What follows belongs to an exercise in optimizing a design on an open flow for small area, a short achievable clock period and few clock cycles; a production flow would make more cautious choices. The RTL was checked by simulation tests, not by an equivalence proof against the original design. No activity file was given, so power comes from the tool's default toggle rates.

`constraint.sdc`:
```
create_clock -name core_clock -period 8.0 [get_ports {clk}]
set_input_delay 1.6000 -clock core_clock [delete_from_list [all_inputs] [get_ports {clk}]]
set_output_delay 1.6000 -clock core_clock [all_outputs]
set_load 0.01 [all_outputs]
```
`config.mk`:
```
export PLATFORM = sky130hd
export DESIGN_NAME = tgm_traj
export DESIGN_NICKNAME = tgm_traj
export VERILOG_FILES = /design/flow/design.v
export SDC_FILE = /design/flow/constraint.sdc
export NUM_CORES = 4
export LEC_CHECK = 0
export CAP_MARGIN = 20
export CORE_MARGIN = 2
export CORE_UTILIZATION = 65
export CTS_CLUSTER_DIAMETER = 60
export CTS_CLUSTER_SIZE = 24
export PLACE_DENSITY = 0.75
export SETUP_SLACK_MARGIN = 4.5
export SLEW_MARGIN = 20
export TNS_END_PERCENT = 100
```
`design.v`:
```
module tgm_add #(
    parameter W = 32
) (
    input  wire [W-1:0] a,
    input  wire [W-1:0] b,
    input  wire         ci,
    output wire [W-1:0] s,
    output wire         co
);
    localparam L = 6;     
    reg [W:0] g, p;
    integer l, k, m;
    always @(*) begin
        g = {a & b, ci};
        p = {a ^ b, 1'b0};
        for (l = 0; l < L; l = l + 1)
            for (k = W; k >= 0; k = k - 1)
                if (((k >> l) & 1) == 1) begin
                    m = ((k >> l) << l) - 1;
                    g[k] = g[k] | (p[k] & g[m]);
                    p[k] = p[k] & p[m];
                end
    end
    assign s  = a ^ b ^ g[W-1:0];
    assign co = g[W];
endmodule
module tgm_ge #(
    parameter W = 32
) (
    input  wire [W-1:0] a,
    input  wire [W-1:0] b,
    output wire         ge
);
    wire [W-1:0] s;
    tgm_add #(.W(W)) u_add (.a(a), .b(~b), .ci(1'b1), .s(s), .co(ge));
endmodule
module tgm_div (
    input  wire [15:0] rem,      
    input  wire [1:0]  bits,     
    input  wire [15:0] d,        
    input  wire [17:0] d3,       
    output wire [15:0] rem_n,
    output wire [1:0]  q
);
    wire [17:0] r4 = {rem, bits};
    wire [17:0] c1, c2, c3;
    wire        g1, g2, g3;
    tgm_add #(.W(18)) u_c1 (.a(r4), .b(~{2'b0, d}),       .ci(1'b1), .s(c1), .co(g1));
    tgm_add #(.W(18)) u_c2 (.a(r4), .b(~{1'b0, d, 1'b0}), .ci(1'b1), .s(c2), .co(g2));
    tgm_add #(.W(18)) u_c3 (.a(r4), .b(~d3),              .ci(1'b1), .s(c3), .co(g3));
    assign q     = g3 ? 2'd3 : g2 ? 2'd2 : g1 ? 2'd1 : 2'd0;
    assign rem_n = g3 ? c3[15:0] : g2 ? c2[15:0] : g1 ? c1[15:0] : r4[15:0];
endmodule
module tgm_traj (
    input  wire        clk,
    input  wire        rst,
    input  wire [31:0] period_us,
    input  wire        cmd_valid,
    output wire        cmd_ready,
    input  wire [2:0]  cmd_op,
    input  wire [15:0] cmd_start,
    input  wire [15:0] cmd_end,
    input  wire [31:0] cmd_duration,
    input  wire        cmd_shape,
    output reg         rsp_valid,
    output wire [15:0] rsp_duty,
    output wire        rsp_active,
    output reg         rsp_ok
);
    localparam MEMSZ = 13;
    localparam OP_TICK      = 3'd0;
    localparam OP_ENQ       = 3'd1;
    localparam OP_SET_DUTY  = 3'd2;
    localparam OP_START     = 3'd3;
    localparam OP_STOP      = 3'd4;
    localparam OP_STOP_OUT  = 3'd5;
    reg         rdy;
    reg         busy;
    assign cmd_ready = rdy;
    reg [15:0] duty_out;
    reg        auto_active;
    assign rsp_duty   = duty_out;
    assign rsp_active = auto_active;
    wire acc     = cmd_valid & rdy;
    wire c_tick  = acc & (cmd_op == OP_TICK);
    wire c_enq   = acc & (cmd_op == OP_ENQ);
    reg [31:0] per;
    always @(posedge clk) per <= period_us;
    reg        auto_en;
    reg        start_pend;
    reg        duty_pend;
    reg [15:0] duty_cmd;
    reg [3:0]  cnt;       
    reg        ld_pend;   
    reg [15:0] m_start [0:MEMSZ-1];
    reg [15:0] m_end   [0:MEMSZ-1];
    reg [31:0] m_dur   [0:MEMSZ-1];
    reg        m_shape [0:MEMSZ-1];
    reg [1:0]  m_cls   [0:MEMSZ-1];
    reg [MEMSZ-1:0] wsel;     
    reg [MEMSZ-1:0] rsel;     
    reg [3:0]  mcnt;
    wire mfull  = (mcnt == MEMSZ);
    wire mwe    = rdy & !mfull;           
    wire enq_ok = c_enq & (cnt != 4'd15);
    wire c_nz, c_n3, c_n6;
    tgm_ge #(.W(32)) u_cz (.a(cmd_duration),               .b(per), .ge(c_nz));
    tgm_ge #(.W(32)) u_c3 (.a({3'd0, cmd_duration[31:3]}), .b(per), .ge(c_n3));
    tgm_ge #(.W(32)) u_c6 (.a({6'd0, cmd_duration[31:6]}), .b(per), .ge(c_n6));
    wire [1:0] c_cls = !c_nz ? 2'd0 : !c_n3 ? 2'd1 : !c_n6 ? 2'd2 : 2'd3;
    integer mi;
    always @(posedge clk) begin
        for (mi = 0; mi < MEMSZ; mi = mi + 1)
            if (mwe && wsel[mi]) begin
                m_start[mi] <= cmd_start;
                m_end[mi]   <= cmd_end;
                m_dur[mi]   <= cmd_duration;
                m_shape[mi] <= cmd_shape;
                m_cls[mi]   <= c_cls;
            end
    end
    reg [15:0] h_start, h_end;
    reg [31:0] h_dur;
    reg        h_shape;
    reg [1:0]  h_cls;
    always @(*) begin
        h_start = 16'd0; h_end = 16'd0; h_dur = 32'd0; h_shape = 1'b0; h_cls = 2'd0;
        for (mi = 0; mi < MEMSZ; mi = mi + 1) begin
            h_start = h_start | ({16{rsel[mi]}} & m_start[mi]);
            h_end   = h_end   | ({16{rsel[mi]}} & m_end[mi]);
            h_dur   = h_dur   | ({32{rsel[mi]}} & m_dur[mi]);
            h_shape = h_shape | (rsel[mi] & m_shape[mi]);
            h_cls   = h_cls   | ({2{rsel[mi]}} & m_cls[mi]);
        end
    end
    reg        tv, td, tset;
    reg [15:0] ts_a;           
    reg [15:0] ts_b;           
    reg        ts_lin, ts_sign, ts_z;
    reg [3:0]  ts_msbA;        
    reg [31:0] tq, tr;
    reg [5:0]  tcnt;
    reg [4:0]  t_msb;          
    reg        t_seen;         
    reg        dv, dd;
    reg [15:0] d_vl;
    reg [31:0] d_T;
    reg        d_sign, d_z, d_one, d_two;
    reg [15:0] d_R, d_Q;
    reg [17:0] d_3T;
    reg [3:0]  dcnt;
    reg        d_l1;      
    reg        rv;
    reg [15:0] r_vl, r_dq, r_dr;
    reg [31:0] r_T;
    reg        r_sign, r_z, r_one, r_two;
    wire d_last  = !dd & d_l1;                  
    wire d_leave = dv & (dd | d_last) & !rv;
    wire t_leave = tv & td & (!dv | d_leave);
    wire t_load  = (!tv | t_leave) & (mcnt != 4'd0);
    wire        ts_neg = ts_b < ts_a;
    wire [15:0] ts_A   = ts_neg ? ts_a - ts_b : ts_b - ts_a;
    function [3:0] msb16(input [15:0] x);
        integer i;
        begin
            msb16 = 4'd0;
            for (i = 0; i < 16; i = i + 1)
                if (x[i]) msb16 = i[3:0];
        end
    endfunction
    wire [32:0] t_rs   = {tr, tq[31]};
    wire [32:0] t_diff;
    wire        t_ge;
    tgm_add #(.W(33)) u_tsub (.a(t_rs), .b(~{1'b0, per}), .ci(1'b1), .s(t_diff), .co(t_ge));
    always @(posedge clk) begin
        if (rst) begin
            tv <= 1'b0;
        end else if (t_load) begin
            tv <= 1'b1;
            ts_a <= (h_cls == 2'd0 || !h_shape) ? h_end : h_start;
            ts_b <= h_end;
            ts_lin <= h_shape;
            ts_z <= (h_cls == 2'd0);
            tset <= 1'b1;
            td <= (h_cls == 2'd0);
            t_seen <= 1'b0;
            t_msb <= 5'd0;
            case (h_cls)
            2'd0: begin
                tq <= 32'd0;
            end
            2'd1: begin
                tr <= {3'd0, h_dur[31:3]};
                tq <= {h_dur[2:0], 29'd0};
                tcnt <= 6'd3;
            end
            2'd2: begin
                tr <= {6'd0, h_dur[31:6]};
                tq <= {h_dur[5:0], 26'd0};
                tcnt <= 6'd6;
            end
            default: begin
                tr <= 32'd0;
                tq <= h_dur;
                tcnt <= 6'd32;
            end
            endcase
        end else if (t_leave) begin
            tv <= 1'b0;
        end else if (tv && !td) begin
            if (tset) begin
                tset <= 1'b0;
                ts_sign <= ts_neg;
                ts_b <= ts_A;
            end
            if (!tset) ts_msbA <= msb16(ts_b);
            tr <= t_ge ? t_diff[31:0] : t_rs[31:0];
            tq <= {tq[30:0], t_ge};
            tcnt <= tcnt - 6'd1;
            if (t_ge && !t_seen) begin
                t_seen <= 1'b1;
                t_msb <= tcnt[4:0] - 5'd1;
            end
            if (tcnt == 6'd1) td <= 1'b1;
        end
    end
    wire d_load = t_leave;
    wire d_small;                           
    tgm_ge #(.W(32)) u_small (.a({16'd0, ts_b}), .b(tq), .ge(d_small));
    wire [3:0] d_k    = ts_msbA - t_msb[3:0];
    wire [3:0] d_nd   = {1'b0, d_k[3:1]} + 4'd1;       
    wire [4:0] d_sh   = {d_nd, 1'b0};                  
    wire [31:0] d_As  = {ts_b, 16'd0} >> d_sh;
    wire [15:0] d_Rn;
    wire [1:0]  d_qd;
    tgm_div u_div (
        .rem(d_R), .bits(d_Q[15:14]), .d(d_T[15:0]), .d3(d_3T),
        .rem_n(d_Rn), .q(d_qd)
    );
    always @(posedge clk) begin
        if (rst) begin
            dv <= 1'b0;
        end else if (d_load) begin
            dv <= 1'b1;
            d_vl <= ts_a;
            d_T <= tq;
            d_z <= ts_z;
            d_one <= (tq == 32'd1);
            d_two <= (tq == 32'd2);
            if (!ts_lin || ts_z) begin
                dd <= 1'b1;
                d_sign <= 1'b0;
                d_Q <= 16'd0;
                d_R <= 16'd0;
            end else if (!d_small) begin
                dd <= 1'b1;
                d_sign <= ts_sign;
                d_Q <= 16'd0;
                d_R <= ts_b;
            end else begin
                dd <= 1'b0;
                d_sign <= ts_sign;
                d_R <= d_As[31:16];
                d_Q <= d_As[15:0];
                d_3T <= {2'b0, tq[15:0]} + {1'b0, tq[15:0], 1'b0};
                dcnt <= d_nd;
                d_l1 <= (d_nd == 4'd1);
            end
        end else if (d_leave) begin
            dv <= 1'b0;
        end else if (dv && !dd) begin
            d_R <= d_Rn;
            d_Q <= {d_Q[13:0], d_qd};
            dcnt <= dcnt - 4'd1;
            d_l1 <= (dcnt == 4'd2);
            if (d_l1) dd <= 1'b1;
        end
    end
    wire r_take;
    always @(posedge clk) begin
        if (rst) begin
            rv <= 1'b0;
        end else if (d_leave) begin
            rv <= 1'b1;
            r_vl <= d_vl;
            r_T <= d_T;
            r_dq <= dd ? d_Q : {d_Q[13:0], d_qd};
            r_dr <= dd ? d_R : d_Rn;
            r_sign <= d_sign;
            r_z <= d_z;
            r_one <= d_one;
            r_two <= d_two;
        end else if (r_take) begin
            rv <= 1'b0;
        end
    end
    wire [15:0] r_X   = r_sign ? ~r_dq : r_dq;
    wire [32:0] r_TmD;                      
    wire [33:0] r_K1;                       
    wire [15:0] r_v1;                       
    wire        r_c0, r_c1, r_c2;
    tgm_add #(.W(33)) u_rtmd (.a({1'b0, r_T}), .b(~{17'd0, r_dr}), .ci(1'b1), .s(r_TmD), .co(r_c0));
    tgm_add #(.W(34)) u_rk1  (.a({2'b0, r_T}), .b(~{17'd0, r_dr, 1'b0}), .ci(1'b1), .s(r_K1), .co(r_c1));
    tgm_add #(.W(16)) u_rv1  (.a(r_vl), .b(r_X), .ci(r_sign), .s(r_v1), .co(r_c2));
    wire        r_w1;
    tgm_ge  #(.W(33)) u_rw1  (.a({r_dr, 1'b0}), .b({1'b0, r_T}), .ge(r_w1));   
    reg [15:0] a_v;       
    reg [31:0] a_n;       
    reg        a_sub;     
    reg        a_n0, a_n1;
    reg [31:0] a_r;       
    reg [32:0] a_TmD;     
    reg [33:0] a_K1;      
    reg [15:0] a_dr;
    reg [15:0] a_X;       
    reg        a_sign;
    reg        a_w;       
    wire [31:0] adv_r;
    wire [15:0] adv_v;
    wire [33:0] adv_c;
    wire [31:0] adv_n;
    wire        adv_r_co, adv_v_co, adv_c_co, adv_n_co;
    tgm_add #(.W(32)) u_r (.a(a_r), .b(a_w ? ~a_TmD[31:0] : {16'd0, a_dr}), .ci(a_w), .s(adv_r), .co(adv_r_co));
    tgm_add #(.W(16)) u_v (.a(a_v), .b(a_X), .ci(a_w ^ a_sign), .s(adv_v), .co(adv_v_co));
    tgm_add #(.W(34)) u_c (.a({2'b0, a_r}), .b(~(a_w ? {a_TmD, 1'b0} : a_K1)), .ci(1'b1), .s(adv_c), .co(adv_c_co));
    wire        adv_w = !adv_c[33];          
    tgm_add #(.W(32)) u_n (.a(a_n), .b({30'h3fffffff, !a_sub, a_sub}), .ci(1'b1), .s(adv_n), .co(adv_n_co));
    wire tick_eval = busy | c_tick;
    wire cnt0 = (cnt == 4'd0);
    wire cnt1 = (cnt == 4'd1);
    wire br_off   = !auto_en;
    wire br_start = auto_en & start_pend;
    wire br_adv   = auto_en & !start_pend & auto_active;
    wire br_man   = auto_en & !start_pend & !auto_active;
    wire want_pop = (br_start & !cnt0) | (br_adv & !ld_pend & a_n0 & !cnt0);
    wire use_rld  = br_adv & ld_pend;       
    wire t_wait   = (want_pop & (!rv | ld_pend)) | (use_rld & !rv);
    wire pa_new   = tick_eval & want_pop & rv & !ld_pend;   
    wire pa_ld    = tick_eval & use_rld & rv;               
    wire pa       = pa_new | pa_ld;
    wire na       = tick_eval & br_adv & !ld_pend & !a_n0;  
    wire rest0    = pa_ld ? cnt0 : cnt1;                    
    wire partial  = pa & r_z & !rest0;
    wire t_done   = tick_eval & !t_wait & !partial;
    wire chain     = na & a_n1;
    wire chain_ld  = chain & !cnt0 & rv;
    wire chain_def = chain & !cnt0 & !rv;
    wire pa_chain  = pa & !r_z & r_one & !rest0;
    wire ldp_fill  = ld_pend & rv;
    assign r_take  = ldp_fill | pa | chain_ld;
    wire a_load  = (ldp_fill & !pa_ld) | (pa & r_z) | chain_ld;
    wire a_first = pa & !r_z;
    wire a_adv   = na & !chain_ld;
    wire [15:0] man_d = duty_pend ? duty_cmd : duty_out;
    reg  [15:0] t_d;
    reg         t_act;
    always @(*) begin
        if (br_off) begin
            t_d = man_d; t_act = 1'b0;
        end else if (br_start && cnt0) begin
            t_d = man_d; t_act = 1'b0;
        end else if (want_pop | use_rld) begin
            if (r_z) begin
                t_d = r_vl; t_act = 1'b0;        
            end else begin
                t_d = r_v1; t_act = !(r_one & rest0);
            end
        end else if (br_adv) begin
            if (a_n0) begin
                t_d = a_v; t_act = 1'b0;         
            end else begin
                t_d = adv_v; t_act = !(a_n1 & cnt0);
            end
        end else begin
            t_d = man_d; t_act = 1'b0;
        end
    end
    wire t_man = br_off | (br_start & cnt0) | br_man;
    wire       dec1    = pa_new | chain_ld | chain_def;
    wire [3:0] cnt_p1  = cnt + 4'd1;
    wire [3:0] cnt_m1  = cnt - 4'd1;
    wire [3:0] cnt_m2  = cnt - 4'd2;
    wire [3:0] cnt_n   = enq_ok ? cnt_p1 : (dec1 & pa_chain) ? cnt_m2 : (dec1 | pa_chain) ? cnt_m1 : cnt;
    wire [3:0] mcnt_n  = mcnt + {3'd0, enq_ok} - {3'd0, t_load};
    wire       busy_n  = tick_eval & !t_done;
    wire       mfull_n = !t_load & ((mcnt == MEMSZ) | ((mcnt == MEMSZ - 1) & enq_ok));
    wire       cfull_n = ((cnt == 4'd15) & !dec1 & !pa_chain) | ((cnt == 4'd14) & enq_ok);
    always @(posedge clk) begin
        if (rst) begin
            rdy         <= 1'b1;
            busy        <= 1'b0;
            cnt         <= 4'd0;
            mcnt        <= 4'd0;
            wsel        <= {{(MEMSZ-1){1'b0}}, 1'b1};
            rsel        <= {{(MEMSZ-1){1'b0}}, 1'b1};
            ld_pend     <= 1'b0;
            auto_en     <= 1'b0;
            start_pend  <= 1'b0;
            duty_pend   <= 1'b0;
            auto_active <= 1'b0;
            duty_cmd    <= 16'd0;
            duty_out    <= 16'd0;
            rsp_valid   <= 1'b0;
            rsp_ok      <= 1'b0;
        end else begin
            busy <= busy_n;
            rdy  <= !busy_n & !(mfull_n & !cfull_n);
            cnt  <= cnt_n;
            mcnt <= mcnt_n;
            if (enq_ok) wsel <= {wsel[MEMSZ-2:0], wsel[MEMSZ-1]};
            if (t_load) rsel <= {rsel[MEMSZ-2:0], rsel[MEMSZ-1]};
            if (pa_chain | chain_def) ld_pend <= 1'b1;
            else if (ldp_fill) ld_pend <= 1'b0;
            if (acc) begin
                case (cmd_op)
                OP_SET_DUTY: begin
                    duty_cmd  <= cmd_start;
                    duty_pend <= 1'b1;
                end
                OP_START: begin
                    auto_en    <= 1'b1;
                    start_pend <= 1'b1;
                end
                OP_STOP: begin
                    auto_en <= 1'b0;
                end
                OP_STOP_OUT: begin
                    auto_en   <= 1'b0;
                    duty_cmd  <= 16'd0;
                    duty_pend <= 1'b1;
                end
                default: ;
                endcase
            end
            if (tick_eval & !t_wait) begin
                start_pend <= 1'b0;
                if (partial) begin
                    auto_active <= 1'b1;
                end else begin
                    auto_active <= t_act;
                    duty_out    <= t_d;
                    if (t_man) duty_pend <= 1'b0;
                end
            end
            rsp_valid <= (acc & !c_tick) | t_done;
            rsp_ok    <= t_done | !(c_enq & (cnt == 4'd15));
        end
    end
    always @(posedge clk) begin
        if (a_load) begin
            a_v    <= r_vl;
            a_n    <= r_T;
            a_sub  <= 1'b0;
            a_n0   <= r_z;
            a_n1   <= r_one;
            a_r    <= 32'd0;
            a_w    <= 1'b0;
            a_TmD  <= r_TmD;
            a_K1   <= r_K1;
            a_dr   <= r_dr;
            a_X    <= r_X;
            a_sign <= r_sign;
        end else if (a_first) begin
            a_v    <= r_v1;
            a_n    <= r_T;
            a_sub  <= 1'b1;
            a_n0   <= r_one;
            a_n1   <= r_two;
            a_r    <= {16'd0, r_dr};
            a_w    <= r_w1;
            a_TmD  <= r_TmD;
            a_K1   <= r_K1;
            a_dr   <= r_dr;
            a_X    <= r_X;
            a_sign <= r_sign;
        end else if (a_adv) begin
            a_v    <= adv_v;
            a_n    <= adv_n;
            a_sub  <= 1'b0;
            a_n0   <= a_n1;
            a_n1   <= a_sub ? (a_n == 32'd3) : (a_n == 32'd2);
            a_r    <= adv_r;
            a_w    <= adv_w;
        end
    end
endmodule
```
`run.sh`:
```
#!/bin/bash
# synth_recipe.tcl (not shown) runs the flow's synth.tcl, then flattens the netlist and writes it again
# the make line also repeats each setting of config.mk as NAME=value (left out here)
make -C /OpenROAD-flow-scripts/flow DESIGN_CONFIG=/design/flow/config.mk WORK_HOME=/design/flow/orfs CLKGATE_MAP_FILE= SYNTH_SCRIPT=/design/flow/synth_recipe.tcl finish
```
==> results.toml, run 1 <==
[run_status]
status = "timing/DRC/antenna clean"

[clocking]
ctsHoldBuffers = 0
cts_root_buf = "clkbuf_16"
clk_pin_slew_worst_paths_ps = 90
cts_tree = "done"
max-clock-path-buffers = 3
clock_latency_ps = 750
cts_buffers = 100
h-tree-depth = 3
clock_sinks = 1472

[power]
power_density_nw_per_um2 = 292
p_leak_nw = 28.2
peakVddDrop_uv = 261
p_switching_w = 0.00802
power_frac_clock = 0.242
intPower_w = 0.0147
pwr-share-seq = 0.431
p_total_w = 0.0228
pwr-share-comb = 0.327
swShare = 0.352

[placement]
io_buffers = 122
gp_congestion = 0.929
hpwlAfterDp_um = 114000

[sta]
tns_ps = 0
finalSetupViolations = 0
finalMaxSlewViolations = 0
skew_ps = 56.8
fin_crit_ps = 3590
finalCritPeriodShare = 0.449
report.final.hold_viol_count = 0
rsz0062_at_grt = "yes"
max_slew.worst_pin.slew_ps = 1190
hold_slack_ps = 414
relSlewSlack = 0.202
fmax_mhz = 278

[logic_synthesis]
syn_inst = 5414
synthFlopType = "edfxtp_1"
syn-num-nets = 5963
netlist_area_um2 = 69300
synth_warnings = 12
async_flop_share = 0
syn_avg_cell_area_um2 = 12.8
synth_seq_cells = 1472
yosysUniqueCellTypes = 95
ys_seq_area_frac = 0.617
synth_edf_count = 1328

[critical_path]
cp_max_fo = 3
cp.arrival_ps = 4190
path_class = "reg2reg"
startpoint_type = "flop"
cp-end-kind = "flop"
crit_required_ps = 8600

[floorplan]
die_h_um = 330
dieWidth_um = 330
start_util = 0.656
ios = 123
core_um2 = 106000
fp-row-count = 119
die-area_um2 = 109000

[drt]
vias = 47300
ant_nets = 0
drcViolationCount = 0
vias_per_cell = 6.69
dr.pass1.iters = 12
drt_wl_total_um = 185000
drt_iter0_drc = 6273
avgRoutedWirePerCell_um = 26.2

[grt]
grt.total_usage = 0.332
grt_pass1_vias = 45700
grt_max_degree = 80
grt_pass1_wl_um = 273000
grt-ovfl-total = 0
antenna_found_initial = 4

[layout]
fill_cells = 6854
syn2layout_area_growth_pct = 12.5
nets = 6139
drive_above_1_share = 0.118

[job]
cap_viol_max_count = 0

[min_path]
hold_class = "reg2reg"
sequential cells by signal, summed over array words and instances (netlist names), 33 cells and up:
| signal | cells |
|---|---|
| a_TmD | 33 |
| a_K1 | 33 |
| m_dur | 416 |
| m_start | 208 |
| m_end | 208 |
power by group through the flow:
stage | registers [W] | clock network (W) | logic (W)
after floorplan | 0.00969 | 0 | 0.00479
after global placement | 0.0100 | 0 | 0.00630
after detailed placement | 0.0101 | 0 | 0.00644
after CTS | 0.00979 | 0.00556 | 0.00684
after global routing | 0.00984 | 0.00583 | 0.00805
final | 0.00980 | 0.00552 | 0.00744
final timing paths:
check / startpoint / endpoint / slack [ps] / cells past startpoint
max: r_sign$_DFFE_PP_ / duty_out[8]$_SDFFE_PP0P_ / 4410 / 16
min: d_T[16]$_DFFE_PP_ / r_T[16]$_DFFE_PP_ / 410 / 0
max reg2reg: r_sign$_DFFE_PP_ / duty_out[8]$_SDFFE_PP0P_ / 4410 / 16
min reg2reg: d_T[16]$_DFFE_PP_ / r_T[16]$_DFFE_PP_ / 410 / 0
cells in the final DEF (no fill, tap or decap), types with 22 or more instances in the layout:
| cell type | instances |
|---|---|
| xnor2_1 | 103 |
| o31ai_1 | 36 |
| ha_1 | 381 |
| o21ai_0 | 196 |
| mux2i_1 | 89 |
| a22oi_1 | 354 |
| nand2b_1 | 43 |
| o21a_1 | 32 |
| a221oi_1 | 22 |
| fa_1 | 34 |
| nand4_1 | 39 |
| mux2_2 | 24 |
| clkbuf_16 | 104 |
| edfxtp_1 | 1328 |
| inv_1 | 257 |
| a21oi_1 | 290 |
| nor2b_1 | 50 |
| clkdlybuf4s50_1 | 85 |
| a21o_1 | 96 |
| a222oi_1 | 68 |
| nor3_1 | 82 |
| xor2_1 | 106 |
| o22ai_1 | 53 |
| dfxtp_1 | 126 |
| nand3_1 | 191 |
| a31oi_1 | 31 |
| nand2_1 | 285 |
| nor2_1 | 330 |
| o211ai_1 | 28 |
| buf_4 | 155 |
logic make-up (layout without fill, tap and decap cells):
group           after synthesis  count (layout)  synth area share
buf+inv                     519             779            0.0286
flops                      1472            1472             0.617
fa+ha+maj                   446             446            0.0847
xor+xnor                    217             217            0.0274
simple gates               1190            1190            0.0807
mux                         115             115            0.0171
other cells                   0               1                 0
compound gates             1455            1458             0.144
metrics by stage:
step | util | std cells | setup slack [ps] | cell area, um2
6_report | 0.738 | 7069 | 4410 | 77900
5_1_grt | 0.738 | 7068 | 4310 | 77900
4_1_cts | 0.728 | 6998 | 4480 | 76800
3_5_place_dp | 0.683 | 6740 | 2680 | 72100
3_3_place_gp | 0.683 | 6740 | 2820 | 72100
2_1_floorplan | - | 5414 | 3660 | 69600
per-layer routing:
| metal | vias to the layer above | track usage | part of all wire |
|---|---|---|---|
| met5 | - | 0 | 0.00025 |
| met4 | 6 | 0.125 | 0.040 |
| met3 | 491 | 0.0509 | 0.10 |
| met2 | 2684 | 0.539 | 0.47 |
| met1 | 23000 | 0.457 | 0.38 |
| li1 | 21100 | - | - |
worst max-delay path, stage by stage (launching register included):
cell and delay [ps]:
edfxtp_1 480, buf_6 170, xor2_4 210, ha_4 240, and3_4 190, a221oi_4 240, nand2b_1 110, a21oi_2 190
o21bai_1 110, a21o_1 200, fa_2 350, xor2_1 160, mux2_4 300, a221oi_2 270, nor2_1 70, a21oi_1 130
nor2_1 70
cells in the mapped netlist (all sizes together) (90+ instances only):
cell type | n | area (um2)
dfxtp | 144 | 2880
ha | 408 | 5100
o21ai | 222 | 1110
mux2i | 90 | 901
a22oi | 355 | 2670
nand3 | 192 | 961
xor2 | 113 | 990
edfxtp | 1328 | 39900
a21o | 98 | 736
a21oi | 315 | 1600
nor2 | 346 | 1330
nand2 | 292 | 1100
clkbuf | 195 | 732
inv | 270 | 1010
xnor2 | 104 | 911
area by class of cell:
cell class / instances / area, um2 / area share
repair inverters: 2 / 16.3 / 0.000209
diodes: 1 / 2.50 / 0.0000321
well taps: 1391 / 1740 / 0.0223
inverters: 273 / 1060 / 0.0136
multi-input cells: 3426 / 25900 / 0.332
clock inverters: 79 / 952 / 0.0122
clock buffers: 110 / 2580 / 0.0331
flip-flops and latches: 1472 / 42800 / 0.549
repair buffers: 315 / 2910 / 0.0373
what timing repair did:
item,CTS,global route
buffers inserted,64,62
pin swaps,27,55
resized for setup,175,163
setup endpoints to repair,471,214
gates cloned,5,7
Testbench counts, summed over its fixed seeds: cycles 20,653.
==> run 2, diff against run 1 <==
--- a/config.mk
+++ b/config.mk
@@ -11,6 +11,6 @@
 export CTS_CLUSTER_DIAMETER = 60
 export CTS_CLUSTER_SIZE = 24
 export PLACE_DENSITY = 0.75
-export SETUP_SLACK_MARGIN = 4.5
+export SETUP_SLACK_MARGIN = 4.7
 export SLEW_MARGIN = 20
 export TNS_END_PERCENT = 100
==> run 2 against run 1 <==
Against the previous run: still clean; clock skew shrank 12 ps; sequential power is 0.4% lower; die area stayed put; routed wire length up 3.3%; count of clock-buffer cells in the layout rose by 2; cell area increased by 3.0%; critical endpoint is now duty_out[15]$_SDFFE_PP0P_; largest cell class unchanged.
==> results.toml, run 2 <==
[layout]
multi_input_area_um2 = 26700
nets = 6246
final_cells = 7182
syn2layout_area_growth_pct = 15.8
drive_above_1_share = 0.158
largest_reg_flops = 416
reg_top3 = "m_dur (416), m_end (208), m_start (208)"
fill_cells = 6449
final_cell_mix = "edfxtp_1 (1328), ha_1 (365), a22oi_1 (354)"
regArea_um2 = 42800
final_common_cell = "edfxtp_1"
largest_register = "m_dur"

[power]
intPower_w = 0.0155
power_frac_clock = 0.247
power_density_nw_per_um2 = 299
p_leak_nw = 29.1
peakVddDrop_uv = 267
p_total_w = 0.0240
pwr-share-seq = 0.407
p_switching_w = 0.00853
swShare = 0.355
pwr-share-comb = 0.346

[grt]
grt_max_degree = 80
grt.total_usage = 0.341
grt-ovfl-total = 0
grt_pass1_wl_um = 280000
grt_pass1_vias = 46600
antenna_found_initial = 3

[sta]
finalSetupViolations = 0
finalCritPeriodShare = 0.451
hold_slack_ps = 424
rsz0062_at_grt = "yes"
fmax_mhz = 277
report.final.hold_viol_count = 0
finalMaxSlewViolations = 0
fin_crit_ps = 3610
max_slew.worst_pin.slew_ps = 1140
relSlewSlack = 0.239
skew_ps = 44.4
tns_ps = 0

[clocking]
clk_pin_slew_worst_paths_ps = 80
clock_latency_ps = 750
ctsHoldBuffers = 0
clock_sinks = 1472
h-tree-depth = 3
cts_tree = "done"
cts_buffers = 107
cts_root_buf = "clkbuf_16"
max-clock-path-buffers = 3

[drt]
ant_nets = 0
dr.pass1.iters = 7
vias_per_cell = 6.71
drt_wl_total_um = 191000
drcViolationCount = 0
avgRoutedWirePerCell_um = 26.6
drt_iter0_drc = 5997
vias = 48200

[critical_path]
cp_max_fo = 4
cp.arrival_ps = 4250
startpoint_type = "flop"
ff2ff_path_depth = 14
cp_cell_sequence = "buf_6, clkbuf_16, buf_8, xor2_4, ha_4, or3_4, a21oi_4, a2111oi_4, o31a_1, o41ai_2, xor2_1, or3_1, a21oi_2, o221a_2"
crit_required_ps = 8640
path_class = "reg2reg"
critPathSlowestCell = "edfxtp_1"
slowest_delay_ps = 460
cp-end-kind = "flop"

[logic_synthesis]
synth_most_common_cell = "edfxtp_1"
synth_edf_count = 1328
synth_seq_cells = 1472
synth_top_cells_by_area = "edfxtp_1 (58%), ha_1 (7.4%), dfxtp_1 (4.2%)"
syn-num-nets = 5963
syn_inst = 5414
netlist_area_um2 = 69300
synth_top_area_frac = 0.576
yosysTopAreaCell = "edfxtp_1"
yosysUniqueCellTypes = 95
syn_avg_cell_area_um2 = 12.8
synth_commonest_cells = "edfxtp_1 (1328), ha_1 (408), a22oi_1 (355)"
synthFlopType = "edfxtp_1"
async_flop_share = 0
synth_warnings = 12
ys_seq_area_frac = 0.617

[placement]
dp_cells = 6738
gp_congestion = 0.928
hpwlAfterDp_um = 114000
io_buffers = 122

[floorplan]
fp-row-count = 119
core_um2 = 106000
ios = 123
start_util = 0.656
dieWidth_um = 330
die_h_um = 330
die-area_um2 = 109000

[min_path]
hold_class = "reg2reg"
hold_depth = 0

[job]
cap_viol_max_count = 0

[run_status]
status = "timing/DRC/antenna clean"
==> run 2: worst paths after layout <==
| kind | start | to | slack, ps |
|---|---|---|---|
| min reg2reg | d_T[20]$_DFFE_PP_ | r_T[20]$_DFFE_PP_ | 420 |
| max | r_sign$_DFFE_PP_ | duty_out[15]$_SDFFE_PP0P_ | 4390 |
| min | d_T[20]$_DFFE_PP_ | r_T[20]$_DFFE_PP_ | 420 |
| max reg2reg | r_sign$_DFFE_PP_ | duty_out[15]$_SDFFE_PP0P_ | 4390 |
==> run 2: layout make-up <==
type | count | share of cell area
timing repair buffer | 411 | 0.0495
sequential | 1472 | 0.534
antenna | 2 | 0.0000624
timing repair inverter | 3 | 0.000281
multi-input combinational | 3429 | 0.333
clock inverter | 89 | 0.0146
tap | 1391 | 0.0217
inverter | 273 | 0.0134
clock buffer | 112 | 0.0336
==> run 2: cells by family (layout without fill, tap and decap cells) <==
family          Yosys count  after routing  share of synthesized area
fa+ha+maj               446            446                     0.0847
mux                     115            115                     0.0171
xor+xnor                217            217                     0.0274
other cells               0              2                          0
compound gates         1455           1460                      0.144
simple gates           1190           1191                     0.0807
buf+inv                 519            888                     0.0286
flops                  1472           1472                      0.617
==> run 2: power by group through the flow <==
stage / logic (W) / clock network (W) / registers [W]
global route: 0.00891 / 0.00623 / 0.00980
floorplan: 0.00480 / 0 / 0.00969
CTS: 0.00730 / 0.00595 / 0.00974
global placement: 0.00631 / 0 / 0.0100
finish: 0.00830 / 0.00593 / 0.00976
detailed placement: 0.00645 / 0 / 0.0101
==> run 2: through the flow <==
stage                     utilization  area (um2)  setup slack, ps
after global routing            0.760       80300             4290
after floorplan                     -       69800             3660
after CTS                       0.740       78200             4450
after detailed placement        0.684       72200             2440
after global placement          0.684       72200             2550
final                           0.760       80300             4390
==> run 2: routing by layer <==
metal,up-vias,GRT usage,part of all wire
li1,21400,-,-
met1,23700,0.460,0.38
met2,2665,0.555,0.47
met3,542,0.0638,0.10
met4,2,0.132,0.045
met5,-,0,0.000068
==> run 2: worst max-delay path, delay by kind of cell (launching register included) <==
kind | cells | cell delay (ps)
flops | 1 | 460
fa+ha+maj | 1 | 180
compound gates | 6 | 1330
buf+inv | 3 | 430
simple gates | 2 | 770
xor+xnor | 2 | 340
==> run 2: repair_timing <==
| action | in CTS | in global routing |
|---|---|---|
| endpoints found under the hold margin | 0 | 0 |
| pin swaps | 79 | 160 |
| setup buffers | 106 | 111 |
| resized for setup | 314 | 305 |
| gates cloned | 17 | 6 |
| setup endpoints to repair | 544 | 314 |
==> run 3, diff against run 2 <==
--- a/config.mk
+++ b/config.mk
@@ -7,10 +7,10 @@
 export LEC_CHECK = 0
 export CAP_MARGIN = 20
 export CORE_MARGIN = 2
-export CORE_UTILIZATION = 65
+export CORE_UTILIZATION = 70
 export CTS_CLUSTER_DIAMETER = 60
 export CTS_CLUSTER_SIZE = 24
-export PLACE_DENSITY = 0.75
-export SETUP_SLACK_MARGIN = 4.7
+export PLACE_DENSITY = 0.8
+export SETUP_SLACK_MARGIN = 4.5
 export SLEW_MARGIN = 20
 export TNS_END_PERCENT = 100
==> run 3 against run 2 <==
Against the previous run: synthesized area unchanged; register-to-register slack got worse by 40 ps; cell area decreased by 3.0%; sequential cell count did not move; non-clock buffer count decreased by 89; still clean on timing, DRC and antenna; critical path type unchanged; via count fell by 0.83%; largest cell class unchanged; largest power group unchanged; global-route usage grew 1.3 points.
==> results.toml, run 3 <==
[run_status]
status = "timing/DRC/antenna clean"

[drt]
drt-met1-wl_um = 68700
drt_wl_total_um = 185000
wl_met3_um = 21400
ant_nets = 0
dr.max_layer_used = "met5"
met2_length_um = 87000
drcViolationCount = 0
dr.pass1.iters = 9
vias = 47800
drt_iter0_drc = 6782
vias_per_cell = 6.86
avgRoutedWirePerCell_um = 26.5

[logic_synthesis]
syn_inst = 5414
yosysUniqueCellTypes = 95
synthFlopType = "edfxtp_1"
synth_seq_cells = 1472
synth_commonest_cells = "edfxtp_1 (1328), ha_1 (408), a22oi_1 (355)"
synth_compound_area_frac = 0.144
synth_top_cells_by_area = "edfxtp_1 (58%), ha_1 (7.4%), dfxtp_1 (4.2%)"
yosys.area_share.simple = 0.0807
synth_most_common_cell = "edfxtp_1"
async_flop_share = 0
synth_top_area_frac = 0.576
ys_seq_area_frac = 0.617
syn-num-nets = 5963
syn_avg_cell_area_um2 = 12.8
synth_top_family_by_area = "compound AO/OA/AOI/OAI gates"
netlist_area_um2 = 69300
synth_warnings = 12
synth-adder-area-share = 0.0847
synth_edf_count = 1328
yosysTopAreaCell = "edfxtp_1"
muxShareOfSynthArea = 0.0171
synth_xor_area_frac = 0.0274

[layout]
final_common_cell = "edfxtp_1"
nets = 6148
syn2layout_area_growth_pct = 12.3
final_cell_mix = "edfxtp_1 (1328), ha_1 (381), a22oi_1 (354)"
largest_register = "m_dur"
drive_above_1_share = 0.119
largest_reg_flops = 416
reg_top3 = "m_dur (416), m_end (208), m_start (208)"

[critical_path]
ff2ff_path_depth = 16
startpoint_type = "flop"
cp-end-kind = "flop"
cp_max_fo = 3
crit_required_ps = 8570
cp.arrival_ps = 4220
path_class = "reg2reg"

[floorplan]
dieWidth_um = 319
core_um2 = 98300
fp-row-count = 115
ios = 123
die-area_um2 = 102000
start_util = 0.705
die_h_um = 319

[grt]
grt-ovfl-total = 0
grt_pass1_wl_um = 274000
grt.total_usage = 0.354
antenna_found_initial = 3
grt_max_degree = 83
grt_pass1_vias = 46300

[power]
peakVddDrop_uv = 291
p_leak_nw = 28.2
power_density_nw_per_um2 = 294
p_total_w = 0.0229

[sta]
hold_slack_ps = 421
relSlewSlack = 0.227
max_slew.worst_pin.slew_ps = 1160
rsz0062_at_grt = "yes"
fin_crit_ps = 3650
tns_ps = 0
report.final.hold_viol_count = 0
finalCritPeriodShare = 0.456
finalMaxSlewViolations = 0
fmax_mhz = 274
finalSetupViolations = 0
skew_ps = 44.7

[min_path]
hold_class = "reg2reg"
hold_depth = 0

[placement]
gp_congestion = 0.954
hpwlAfterDp_um = 113000
io_buffers = 122

[job]
cap_viol_max_count = 0

[clocking]
clock_latency_ps = 750
max-clock-path-buffers = 3
h-tree-depth = 3
cts_root_buf = "clkbuf_16"
clock_sinks = 1472
ctsHoldBuffers = 0
clk_pin_slew_worst_paths_ps = 90
cts_buffers = 100
cts_tree = "done"
[run 3: metrics by stage]
stage,cells,cell area (um2),util,setup slack [ps]
5_1_grt,6970,77800,0.792,4260
6_report,6972,77800,0.792,4350
4_1_cts,6890,76600,0.780,4440
2_1_floorplan,5414,69600,-,3660
3_5_place_dp,6633,72000,0.733,2700
3_3_place_gp,6633,72000,0.733,2870
[run 3: logic make-up (layout without fill, tap and decap cells)]
kind of cell               count (synthesis)  after routing
AOI/OAI and AO/OA                       1455           1458
xor gates and xnor gates                 217            217
adders and majority gates                446            446
buffers and inverters                    519            783
DFF                                     1472           1472
muxes                                    115            115
other                                      0              2
and+or+nand+nor                         1190           1192
[run 3: final timing paths]
check / from / endpoint / slack, ps
max reg2reg: r_sign$_DFFE_PP_ / duty_out[8]$_SDFFE_PP0P_ / 4350
min: d_T[17]$_DFFE_PP_ / r_T[17]$_DFFE_PP_ / 420
min reg2reg: d_T[17]$_DFFE_PP_ / r_T[17]$_DFFE_PP_ / 420
max: r_sign$_DFFE_PP_ / duty_out[8]$_SDFFE_PP0P_ / 4350
[run 3: repair_timing]
| item | CTS | global route |
|---|---|---|
| setup endpoints to repair | 451 | 293 |
| gates cloned | 6 | 6 |
| setup buffers | 65 | 73 |
| resized for setup | 166 | 196 |
| pin swaps | 25 | 40 |
[run 3: routing by layer]
layer  track usage  up-vias
met1         0.483    23100
met4         0.134        4
li1              -    21100
met3        0.0714      614
met5             0        -
met2         0.569     2954
[run 3: cell type report]
type | instances | area, um2
Sequential cell | 1472 | 42800
Multi-Input combinational cell | 3428 | 25900
Fill cell | 5601 | 20400
Timing Repair Buffer | 322 | 2900
Clock buffer | 118 | 2620
Tap cell | 1287 | 1610
Inverter | 273 | 1060
Clock inverter | 68 | 875
Timing Repair inverter | 2 | 16.3
Antenna cell | 2 | 5.00
[run 3: power breakdown]
group,internal (W),switching (W)
clock,0.00257,0.00290
combinational,0.00296,0.00460
sequential,0.00925,0.000609
[run 3: worst max-delay path, stage by stage, from the launching register on]
cell	delay [ps]
edfxtp_1	500
buf_6	180
xor2_4	210
ha_4	250
and3_4	190
a221oi_4	260
nand2b_1	110
a21oi_2	170
o21bai_1	120
a21o_1	210
fa_1	390
xor2_1	180
mux2_2	290
a221oi_2	230
nor2_1	70
a21oi_1	110
nor2_1	50
==> run 4, diff against run 3 <==
--- a/design.v
+++ b/design.v
@@ -151,11 +151,12 @@
     reg [3:0]  dcnt;
     reg        d_l1;      
     reg        rv;
-    reg [15:0] r_vl, r_dq, r_dr;
+    reg [15:0] r_vl, r_v1, r_X, r_dr;
     reg [31:0] r_T;
-    reg        r_sign, r_z, r_one, r_two;
-    wire d_last  = !dd & d_l1;                  
-    wire d_leave = dv & (dd | d_last) & !rv;
+    reg [32:0] r_TmD;     
+    reg [33:0] r_K1;      
+    reg        r_sign, r_z, r_one, r_two, r_w1;
+    wire d_leave = dv & dd & !rv;
     wire t_leave = tv & td & (!dv | d_leave);
     wire t_load  = (!tv | t_leave) & (mcnt != 4'd0);
     wire        ts_neg = ts_b < ts_a;
@@ -273,9 +274,18 @@
             d_Q <= {d_Q[13:0], d_qd};
             dcnt <= dcnt - 4'd1;
             d_l1 <= (dcnt == 4'd2);
-            if (d_l1) dd <= 1'b1;
+            if (d_l1) dd <= 1'b1;    
         end
     end
+    wire [15:0] d_X   = d_sign ? ~d_Q : d_Q;   
+    wire [32:0] d_TmD;                        
+    wire [33:0] d_K1;                         
+    wire [15:0] d_v1;                         
+    wire        d_c0, d_c1, d_c2, d_w1;
+    tgm_add #(.W(33)) u_dtmd (.a({1'b0, d_T}), .b(~{17'd0, d_R}), .ci(1'b1), .s(d_TmD), .co(d_c0));
+    tgm_add #(.W(34)) u_dk1  (.a({2'b0, d_T}), .b(~{17'd0, d_R, 1'b0}), .ci(1'b1), .s(d_K1), .co(d_c1));
+    tgm_add #(.W(16)) u_dv1  (.a(d_vl), .b(d_X), .ci(d_sign), .s(d_v1), .co(d_c2));
+    tgm_ge  #(.W(33)) u_dw1  (.a({d_R, 1'b0}), .b({1'b0, d_T}), .ge(d_w1));   
     wire r_take;
     always @(posedge clk) begin
         if (rst) begin
@@ -283,9 +293,13 @@
         end else if (d_leave) begin
             rv <= 1'b1;
             r_vl <= d_vl;
+            r_v1 <= d_v1;
             r_T <= d_T;
-            r_dq <= dd ? d_Q : {d_Q[13:0], d_qd};
-            r_dr <= dd ? d_R : d_Rn;
+            r_TmD <= d_TmD;
+            r_K1 <= d_K1;
+            r_w1 <= d_w1;
+            r_X <= d_X;
+            r_dr <= d_R;
             r_sign <= d_sign;
             r_z <= d_z;
             r_one <= d_one;
@@ -294,16 +308,6 @@
             rv <= 1'b0;
         end
     end
-    wire [15:0] r_X   = r_sign ? ~r_dq : r_dq;
-    wire [32:0] r_TmD;                      
-    wire [33:0] r_K1;                       
-    wire [15:0] r_v1;                       
-    wire        r_c0, r_c1, r_c2;
-    tgm_add #(.W(33)) u_rtmd (.a({1'b0, r_T}), .b(~{17'd0, r_dr}), .ci(1'b1), .s(r_TmD), .co(r_c0));
-    tgm_add #(.W(34)) u_rk1  (.a({2'b0, r_T}), .b(~{17'd0, r_dr, 1'b0}), .ci(1'b1), .s(r_K1), .co(r_c1));
-    tgm_add #(.W(16)) u_rv1  (.a(r_vl), .b(r_X), .ci(r_sign), .s(r_v1), .co(r_c2));
-    wire        r_w1;
-    tgm_ge  #(.W(33)) u_rw1  (.a({r_dr, 1'b0}), .b({1'b0, r_T}), .ge(r_w1));   
     reg [15:0] a_v;       
     reg [31:0] a_n;       
     reg        a_sub;     
@@ -317,13 +321,13 @@
     reg        a_w;       
     wire [31:0] adv_r;
     wire [15:0] adv_v;
-    wire [33:0] adv_c;
+    wire [33:0] adv_thr = a_w ? {a_TmD, 1'b0} : a_K1;
     wire [31:0] adv_n;
-    wire        adv_r_co, adv_v_co, adv_c_co, adv_n_co;
+    wire        adv_r_co, adv_v_co, adv_n_co, adv_ge;
     tgm_add #(.W(32)) u_r (.a(a_r), .b(a_w ? ~a_TmD[31:0] : {16'd0, a_dr}), .ci(a_w), .s(adv_r), .co(adv_r_co));
     tgm_add #(.W(16)) u_v (.a(a_v), .b(a_X), .ci(a_w ^ a_sign), .s(adv_v), .co(adv_v_co));
-    tgm_add #(.W(34)) u_c (.a({2'b0, a_r}), .b(~(a_w ? {a_TmD, 1'b0} : a_K1)), .ci(1'b1), .s(adv_c), .co(adv_c_co));
-    wire        adv_w = !adv_c[33];          
+    tgm_ge #(.W(33)) u_c (.a({1'b0, a_r}), .b(adv_thr[32:0]), .ge(adv_ge));
+    wire        adv_w = adv_thr[33] | adv_ge;    
     tgm_add #(.W(32)) u_n (.a(a_n), .b({30'h3fffffff, !a_sub, a_sub}), .ci(1'b1), .s(adv_n), .co(adv_n_co));
     wire tick_eval = busy | c_tick;
     wire cnt0 = (cnt == 4'd0);
==> config.mk (replaced) <==
export PLATFORM = sky130hd
export DESIGN_NAME = tgm_traj
export DESIGN_NICKNAME = tgm_traj
export VERILOG_FILES = /design/flow/design.v
export SDC_FILE = /design/flow/constraint.sdc
export NUM_CORES = 4
export LEC_CHECK = 0
export CAP_MARGIN = 20
export CORE_MARGIN = 2
export CORE_UTILIZATION = 65
export PLACE_DENSITY = 0.75
export SETUP_SLACK_MARGIN = 5
export SLEW_MARGIN = 20
export TNS_END_PERCENT = 100
==> run 4 against run 3 <==
Against the previous run: first-iteration DRC count rose by 7.4%; combinational power rose by 26%; still clean on timing, DRC and antenna; non-clock buffer count rose by 230; register-to-register slack got worse by 20 ps; global-route usage rose by 0.60 points; clock skew rose by 19 ps; synthesized cell count rose by 0.42%; routed wire length rose by 18%.
==> results.toml, run 4 <==
[drt]
vias_per_cell = 6.89
drt_wl_total_um = 217000
avgRoutedWirePerCell_um = 29.1
dr.max_layer_used = "met5"
dr.pass1.iters = 8
wl_met3_um = 24900
met2_length_um = 101000
vias = 51400
drcViolationCount = 0
ant_nets = 0
drt_iter0_drc = 7282
drt-met1-wl_um = 78800

[sta]
skew_ps = 63.3
max_slew.worst_pin.slew_ps = 1160
finalSetupViolations = 0
finalMaxSlewViolations = 0
finalCritPeriodShare = 0.459
report.final.hold_viol_count = 0
tns_ps = 0
fmax_mhz = 273
fin_crit_ps = 3670
relSlewSlack = 0.222
rsz0062_at_grt = "yes"

[logic_synthesis]
synth_commonest_cells = "edfxtp_1 (1410), ha_1 (395), a22oi_1 (341)"
async_flop_share = 0
synth_top_area_frac = 0.593
ys_seq_area_frac = 0.633
synth_seq_cells = 1554
netlist_area_um2 = 71400
yosysUniqueCellTypes = 91
synth_edf_count = 1410
syn_avg_cell_area_um2 = 13.1
synth_most_common_cell = "edfxtp_1"
yosysTopAreaCell = "edfxtp_1"
syn_inst = 5437
synth_warnings = 12
synth_top_cells_by_area = "edfxtp_1 (59%), ha_1 (6.9%), dfxtp_1 (4.0%)"
syn-num-nets = 5972
synthFlopType = "edfxtp_1"

[floorplan]
dieWidth_um = 335
die-area_um2 = 113000
fp-row-count = 121
core_um2 = 109000
start_util = 0.656
ios = 123
die_h_um = 335

[grt]
grt_max_degree = 168
grt_pass1_vias = 49200
grt-ovfl-total = 0
grt_pass1_wl_um = 302000
grt.total_usage = 0.361
antenna_found_initial = 7

[clocking]
max-clock-path-buffers = 3
cts_root_buf = "clkbuf_16"
clock_latency_ps = 800
cts_tree = "done"
ctsHoldBuffers = 0
cts_buffers = 158
clock_sinks = 1554
clk_pin_slew_worst_paths_ps = 60
h-tree-depth = 4

[critical_path]
r2r_slack_ps = 4330
critPathSlowestCell = "or4_4"
ff2ff_path_depth = 15
slowest_delay_ps = 510
cp.arrival_ps = 4170
startpoint_type = "flop"
worst-path-stages = 15
cp_cell_sequence = "buf_6, inv_4, ha_4, o21a_1, o21a_1, o21a_1, o21a_1, o21a_2, o22a_4, a41o_1, or4_4, buf_6, buf_6, buf_6, xnor2_1"
r2r_end = "r_K1[23]$_DFFE_PP_"
cp_max_fo = 4
cp-end-kind = "flop"
crit_end = "r_K1[23]$_DFFE_PP_"
r2r_start = "d_R[0]$_DFFE_PP_"
crit_required_ps = 8510
crit_family = "compound AO/OA/AOI/OAI gates"
crit_buf_inv = 5
crit_start = "d_R[0]$_DFFE_PP_"
path_class = "reg2reg"

[power]
peakVddDrop_uv = 267
power_density_nw_per_um2 = 317
p_leak_nw = 32.0

[job]
cap_viol_max_count = 0

[layout]
largest_register = "m_dur"
nets = 6450
reg_top3 = "m_dur (416), m_end (208), m_start (208)"
drive_above_1_share = 0.214
syn2layout_area_growth_pct = 22.4
final_cell_mix = "edfxtp_1 (1410), ha_1 (353), a22oi_1 (340)"
final_common_cell = "edfxtp_1"
utilization = 0.803
largest_reg_flops = 416

[min_path]
hold_class = "reg2reg"

[placement]
io_buffers = 122
hpwlAfterDp_um = 117000
gp_congestion = 0.935

[run_status]
status = "timing/DRC/antenna clean"
## run 4: repair_timing
item,in CTS,in global routing
gates resized for setup,649,448
buffers inserted,208,124
pin swaps,175,161
gates cloned,31,35
setup endpoints to repair,558,560
## run 4: worst min-delay path by stage
stage | cells past startpoint | endpoint | startpoint | slack [ps]
6_report | 0 | a_X[4]$_DFFE_PP_ | r_X[4]$_DFFE_PP_ | 410
5_1_grt | 0 | a_X[4]$_DFFE_PP_ | r_X[4]$_DFFE_PP_ | 410
4_1_cts | 0 | a_X[4]$_DFFE_PP_ | r_X[4]$_DFFE_PP_ | 390
3_5_place_dp | 0 | a_K1[12]$_DFFE_PP_ | r_K1[12]$_DFFE_PP_ | 400
3_3_place_gp | 0 | a_K1[12]$_DFFE_PP_ | r_K1[12]$_DFFE_PP_ | 400
2_1_floorplan | 0 | a_K1[10]$_DFFE_PP_ | r_K1[10]$_DFFE_PP_ | 400
## run 4: where the power goes
group	switching, W	internal, W
registers	0.000651	0.00984
logic	0.00558	0.00397
clock network	0.00320	0.00441
## run 4: cell families after synthesis
family | count (synthesis) | synth area share
buffers and inverters | 510 | 0.0273
adders and majority gates | 432 | 0.0796
and+or+nand+nor | 1179 | 0.0779
xor gates and xnor gates | 214 | 0.0263
DFF | 1554 | 0.633
AOI/OAI and AO/OA | 1414 | 0.136
muxes | 134 | 0.0190
## run 4: stage by stage
stage	std cells	cell area [um2]	total power [W]	setup slack (ps)	hold slack (ps)
floorplan	5437	71800	0.0154	498	400
global placement	6771	74200	0.0174	2220	401
detailed placement	6771	74200	0.0176	2120	405
CTS	7301	84000	0.0266	4390	387
global route	7460	87400	0.0286	4240	405
finish	7461	87400	0.0277	4330	409
## run 4: cell type report
cell class / instances / area (um2)
repair buffers: 552 / 6070
clock inverters: 84 / 1100
diodes: 1 / 2.50
fillers: 5773 / 21500
well taps: 1414 / 1770
inverters: 253 / 1000
multi-input cells: 3381 / 27600
clock buffers: 207 / 4290
repair inverters: 15 / 241
flip-flops and latches: 1554 / 45300
## run 4: per-layer routing
layer / global-route usage / vias up
li1: - / 21900
met1: 0.485 / 25200
met3: 0.0714 / 784
met5: 0 / -
met2: 0.574 / 3477
met4: 0.161 / 12
Testbench counts of run 4, summed over its fixed seeds: cycles 20,798.

==> static timing again, ports no longer ideal <==
No port has a modelled driver above. Below, the same layouts with a new extraction and two added sets of constraints. Step 1, drivers: a clkbuf_16 drives clk and a buf_2 each remaining input, both assumed. Step 2, shift: input delay + t, output delay - t, t = (earliest + latest rising clock arrival at the registers) / 2. This alone moves slack from input paths to output paths. a / b / c = no drivers / after step 1 / after step 2; a / b = the first two.
run | shift t [ns] | setup WS [ns] | worst setup path after step 2 | worst slew at a driven data input, ns
run 1 | 0.797 | 4.407 / 4.407 / 3.843 | input to register | 0.12
run 2 | 0.799 | 4.394 / 4.394 / 3.976 | input to register | 0.12
run 3 | 0.794 | 4.352 / 4.352 / 3.805 | input to register | 0.07
run 4 | 0.850 | 4.331 / 4.331 / 3.726 | input to register | 0.12
After both steps setup and hold are still met in every run listed. The setup slack of run 4, which loses most, moves by 0.000 ns with the drivers and by -0.605 ns with both steps.
